Source: an optimization exercise on an open RTL-to-GDS flow (aim: small area). Production flows keep margins and buffers that such runs may drop.
Only simulation tests tie the RTL to the original design; equivalence was not proved.
Power figures rest on the tool's default switching activity, not on a simulated workload.

## mpc_codec
module mpc_codec (
    input  wire       clk,
    input  wire       rst,           
    input  wire [1:0] d_op,          
    input  wire [7:0] d_data,        
    output wire [1:0] d_cnt,         
    output wire [7:0] d_char0,
    output wire [7:0] d_char1,
    output wire [1:0] d_fault,       
    output wire       d_query,
    input  wire [1:0] e_op,          
    input  wire [7:0] e_char,
    output wire [1:0] e_cnt,         
    output wire [7:0] e_byte0,
    output wire [7:0] e_byte1,
    output wire [7:0] e_byte2,
    output wire       e_fault,       
    output wire [2:0] s_ustate,
    output wire [7:0] s_buf2,
    output wire       s_packing,
    output wire       s_pend_valid,
    output wire [7:0] s_pend
);
    localparam [2:0] ST_IDLE   = 3'd0;    
    localparam [2:0] ST_LIT1   = 3'd1;    
    localparam [2:0] ST_LIT1B2 = 3'd2;    
    localparam [2:0] ST_LIT2   = 3'd3;    
    localparam [2:0] ST_CMD    = 3'd4;    
    localparam [1:0] DOP_BYTE   = 2'd1;
    localparam [1:0] DOP_RESET  = 2'd2;
  ...
Size in the first run: roughly 240 cells after synthesis, ~91 I/O pins.
export LEC_CHECK = 0
export ABC_AREA = 1
export CAP_MARGIN = 20
export CORE_MARGIN = 2
export CORE_UTILIZATION = 40
export SLEW_MARGIN = 20
create_clock -name core_clock -period 10.0 [get_ports {clk}]
standard.sh (not shown) runs the stock make flow with config.mk's settings and CLKGATE_MAP_FILE= SYNTH_SCRIPT=/design/flow/synth_recipe.tcl, a recipe that flattens the netlist after the stock synthesis.
==> flow/flow/run.sh <==
#!/bin/bash
# Own layout flow: the standard synthesis, then the combinational logic
# re-mapped with a stronger ABC script (registers kept by name and cell type),
# then the standard layout with the smallest buffer on the ports.
set -euo pipefail
W=$PWD
R=$W/orfs/results/$FLOW_PLATFORM/mpc_codec/base
LIB=$FLOW_HOME/platforms/$FLOW_PLATFORM/lib/sky130_fd_sc_hd__tt_025C_1v80.lib

bash standard.sh synth > $W/1_standard_synth.log 2>&1
cp $R/1_2_yosys.v $W/standard_synth.v

REMAP_LIB=$LIB REMAP_IN=$W/standard_synth.v REMAP_OUT=$W/remapped.v REMAP_TOP=$FLOW_TOP \
REMAP_ABC=$W/flow/remap.abc REMAP_STAT=$W/remap_stat.txt \
  yosys -c $W/flow/remap.tcl > $W/2_remap.log 2>&1

cp $W/remapped.v $R/1_2_yosys.v
rm -f $R/1_synth.odb
export BUFFER_PORTS_ARGS="-buffer_cell sky130_fd_sc_hd__buf_1"
export CTS_ARGS="-sink_clustering_enable -repair_clock_nets -buf_list sky130_fd_sc_hd__clkbuf_4 -sink_clustering_size 10 -dont_use_dummy_load"
bash standard.sh > $W/3_standard_layout.log 2>&1
==> flow/flow/remap.abc <==
strash
&get -n
&st
&deepsyn -T 20
&dch -f
&nf -R 1000
&put
==> flow/flow/remap.tcl <==
# Re-map the combinational logic of the standard synthesis netlist with a
# stronger ABC script. Registers (and tie cells) are kept as instances, so
# their names and cell types stay those of the standard synthesis.
yosys -import
set lib $::env(REMAP_LIB)
read_liberty -ignore_miss_func $lib
set keep [list sky130_fd_sc_hd__dfxtp_1 sky130_fd_sc_hd__edfxtp_1 sky130_fd_sc_hd__dfrtp_1 \
             sky130_fd_sc_hd__dfstp_1 sky130_fd_sc_hd__sdfxtp_1 sky130_fd_sc_hd__conb_1]
foreach m $keep {
  catch {setattr -mod -set keep_hierarchy 1 $m}
}
read_verilog $::env(REMAP_IN)
hierarchy -top $::env(REMAP_TOP)
flatten
# wires inside the flattened library cells
yosys rename -hide w:*.*
opt -purge
set dont {-dont_use *probe* -dont_use *lpflow*}
abc -script $::env(REMAP_ABC) -liberty $lib {*}$dont
foreach m $keep { blackbox $m }
hierarchy -top $::env(REMAP_TOP)
opt_clean -purge
splitnets
opt_clean -purge
hilomap -singleton -hicell sky130_fd_sc_hd__conb_1 HI -locell sky130_fd_sc_hd__conb_1 LO
insbuf -buf sky130_fd_sc_hd__buf_1 A X
# the check refuses names with '/' or ':'
# left out here: hide names made inside functions
tee -o $::env(REMAP_STAT) stat -top $::env(REMAP_TOP) -liberty $lib
write_verilog -noattr -nohex -nodec $::env(REMAP_OUT)
Then changed:
--- a/flow/flow/run.sh
+++ b/flow/flow/run.sh
@@ -20 +20 @@
-export CTS_ARGS="-sink_clustering_enable -repair_clock_nets -buf_list sky130_fd_sc_hd__clkbuf_4 -sink_clustering_size 10 -dont_use_dummy_load"
+export CTS_ARGS="-sink_clustering_enable -repair_clock_nets -buf_list sky130_fd_sc_hd__clkbuf_8 -sink_clustering_size 40 -sink_clustering_max_diameter 200 -dont_use_dummy_load"
Result:
- wire length shrinks slightly
- synthesized cell count stays the same
- hold slack is worse by 0.0046 ns
- die area stays the same
- global-route usage shrinks by 0.30 points
- register-to-register slack is about the same
- sequential power barely changes
Then changed:
--- a/flow/flow/run.sh
+++ b/flow/flow/run.sh
@@ -13,5 +13,18 @@
-REMAP_LIB=$LIB REMAP_IN=$W/standard_synth.v REMAP_OUT=$W/remapped.v REMAP_TOP=$FLOW_TOP \
-REMAP_ABC=$W/flow/remap.abc REMAP_STAT=$W/remap_stat.txt \
-  yosys -c $W/flow/remap.tcl > $W/2_remap.log 2>&1
-
-cp $W/remapped.v $R/1_2_yosys.v
+# ABC's deep synthesis is randomised: run it with four seeds at once and keep
+# the smallest netlist
+for s in 1 2 3 4; do
+  sed "s/@SEED@/$s/" $W/flow/remap.abc.in > $W/remap_$s.abc
+  REMAP_LIB=$LIB REMAP_IN=$W/standard_synth.v REMAP_OUT=$W/remapped_$s.v REMAP_TOP=$FLOW_TOP \
+  REMAP_ABC=$W/remap_$s.abc REMAP_STAT=$W/remap_stat_$s.txt \
+    yosys -c $W/flow/remap.tcl > $W/2_remap_$s.log 2>&1 &
+done
+wait
+best=$(for s in 1 2 3 4; do
+  a=$(awk '/Chip area/ {print $NF}' $W/remap_stat_$s.txt 2>/dev/null || true)
+  [[ -n "$a" ]] && echo "$a $s"
+done | sort -g | head -1 | cut -d' ' -f2)
+echo "remap: best seed ${best:-none}" > $W/2_remap_choice.log
+if [[ -n "$best" ]]; then
+  cp $W/remapped_$best.v $W/remapped.v
+  cp $W/remapped.v $R/1_2_yosys.v
+fi
@@ -20 +33 @@
-export CTS_ARGS="-sink_clustering_enable -repair_clock_nets -buf_list sky130_fd_sc_hd__clkbuf_8 -sink_clustering_size 40 -sink_clustering_max_diameter 200 -dont_use_dummy_load"
+export CTS_ARGS="-sink_clustering_enable -repair_clock_nets -buf_list sky130_fd_sc_hd__clkbuf_4 -sink_clustering_size 10 -dont_use_dummy_load"
==> flow/flow/remap.abc.in (new file) <==
strash
&get -n
&st
&deepsyn -T 30 -S @SEED@
&dch -f
&nf -R 1000
&put
removed: flow/flow/remap.abc
Result:
- critical path depth grows by 1
- final area came out lower slightly
- synthesized area goes down slightly
- register-to-register slack got worse by 0.55 ns
- global-route usage increases by 1.4 points
- worst setup slack got worse by 0.028 ns
- power goes down by a little under a tenth
- routed wire length came out higher slightly
- hold slack degrades by 0.046 ns
- synthesized cell count fell by a few percent
Then changed:
==> flow/flow/run.sh (replaced) <==
#!/bin/bash
# Own layout flow: the standard synthesis, then the combinational logic
# re-mapped with a stronger ABC script (registers kept by name and cell type),
# then the standard layout with the smallest buffer on the ports.
set -euo pipefail
W=$PWD
R=$W/orfs/results/$FLOW_PLATFORM/mpc_codec/base
LIB=$FLOW_HOME/platforms/$FLOW_PLATFORM/lib/sky130_fd_sc_hd__tt_025C_1v80.lib

bash standard.sh synth > $W/1_standard_synth.log 2>&1
cp $R/1_2_yosys.v $W/standard_synth.v

REMAP_LIB=$LIB REMAP_IN=$W/standard_synth.v REMAP_OUT=$W/remapped.v REMAP_TOP=$FLOW_TOP \
REMAP_ABC=$W/flow/remap.abc REMAP_STAT=$W/remap_stat.txt \
  yosys -c $W/flow/remap.tcl > $W/2_remap.log 2>&1

cp $W/remapped.v $R/1_2_yosys.v
rm -f $R/1_synth.odb
export BUFFER_PORTS_ARGS="-buffer_cell sky130_fd_sc_hd__buf_1"
export CTS_ARGS="-sink_clustering_enable -repair_clock_nets -buf_list sky130_fd_sc_hd__clkbuf_4 -sink_clustering_size 20 -dont_use_dummy_load"
bash standard.sh > $W/3_standard_layout.log 2>&1
==> flow/flow/remap.abc (new file) <==
strash
&get -n
&st
&deepsyn -T 20
&dch -f
&nf -R 1000
&put
removed: flow/flow/remap.abc.in
Effect: The new run completed without violations. Hold slack gets better by 0.051 ns. Wire length climbs by 0.90%. Core utilization drops by 2.0 points. Worst setup slack gets worse by 0.042 ns.
Then changed:
--- a/flow/flow/run.sh
+++ b/flow/flow/run.sh
@@ -20 +19,0 @@
-export CTS_ARGS="-sink_clustering_enable -repair_clock_nets -buf_list sky130_fd_sc_hd__clkbuf_4 -sink_clustering_size 20 -dont_use_dummy_load"
Settings changed: CTS_BUF_LIST set to sky130_fd_sc_hd__clkbuf_4, CTS_CLUSTER_SIZE set to 20.
What happened: Via count is higher slightly. Global-route usage stays the same. Total power goes up by a few percent.
Then changed:
--- a/flow/flow/run.sh
+++ b/flow/flow/run.sh
@@ -13,5 +13,20 @@
-REMAP_LIB=$LIB REMAP_IN=$W/standard_synth.v REMAP_OUT=$W/remapped.v REMAP_TOP=$FLOW_TOP \
-REMAP_ABC=$W/flow/remap.abc REMAP_STAT=$W/remap_stat.txt \
-  yosys -c $W/flow/remap.tcl > $W/2_remap.log 2>&1
-
-cp $W/remapped.v $R/1_2_yosys.v
+# ABC's deep synthesis is randomised: run it with eight seeds, four at a
+# time, and keep the smallest netlist
+for wave in "1 2 3 4" "5 6 7 8"; do
+  for s in $wave; do
+    sed "s/@SEED@/$s/" $W/flow/remap.abc.in > $W/remap_$s.abc
+    REMAP_LIB=$LIB REMAP_IN=$W/standard_synth.v REMAP_OUT=$W/remapped_$s.v REMAP_TOP=$FLOW_TOP \
+    REMAP_ABC=$W/remap_$s.abc REMAP_STAT=$W/remap_stat_$s.txt \
+      yosys -c $W/flow/remap.tcl > $W/2_remap_$s.log 2>&1 &
+  done
+  wait
+done
+best=$(for s in 1 2 3 4 5 6 7 8; do
+  a=$(awk '/Chip area/ {print $NF}' $W/remap_stat_$s.txt 2>/dev/null || true)
+  [[ -n "$a" ]] && echo "$a $s"
+done | sort -g | head -1 | cut -d' ' -f2)
+echo "remap: best seed ${best:-none}" > $W/2_remap_choice.log
+if [[ -n "$best" ]]; then
+  cp $W/remapped_$best.v $W/remapped.v
+  cp $W/remapped.v $R/1_2_yosys.v
+fi
@@ -19,0 +35 @@
+export CTS_ARGS="-sink_clustering_enable -repair_clock_nets -buf_list sky130_fd_sc_hd__clkbuf_4 -sink_clustering_size 14 -sink_clustering_max_diameter 100 -dont_use_dummy_load"
==> flow/flow/remap.abc.in (new file) <==
strash
&get -n
&st
&deepsyn -T 30 -S @SEED@
&dch -f
&nf -R 1000
&put
Settings changed: CTS_BUF_LIST sky130_fd_sc_hd__clkbuf_4 to not set, CTS_CLUSTER_SIZE 20 to not set.
removed: flow/flow/remap.abc
Effect: Synthesized area falls by 1.2%; non-clock buffer count is unchanged; sequential power stays flat; sequential share of layout area rises by 0.70 points; wire length falls by 2.1%; worst setup slack gets better by 0.069 ns; combinational power rises by about 0.8%.

[re-timing with driven ports]
The flow's constraints put no driver on any port. The routed layouts listed below were extracted and timed again, unchanged, in two steps. Step 1 sets driving cells, clkbuf_16 on the clock port and buf_2 on the other inputs (assumed; they add their load-dependent delay and slew). Step 2 also shifts input and output timing later by t, the mid clock arrival at the registers, as if the neighbouring blocks saw the same clock. Slacks: no drivers / after step 1 / after step 2; pairs: no drivers / after step 1.
run	t (ns)	setup WS [ns]	worst setup path after step 2	worst data-port slew with drivers (ns)
the first run	0.353	5.185 / 5.161 / 5.515	register to output	0.04
the second run	0.295	5.255 / 5.230 / 5.525	register to output	0.04
the third run	0.347	5.227 / 5.205 / 5.552	register to output	0.03
the fourth run	0.353	5.185 / 5.161 / 5.515	register to output	0.04
the fifth run	0.358	5.177 / 5.152 / 5.511	register to output	0.04
the sixth run	0.346	5.245 / 5.223 / 5.568	register to output	0.03
After both steps setup and hold are still met in every run listed.
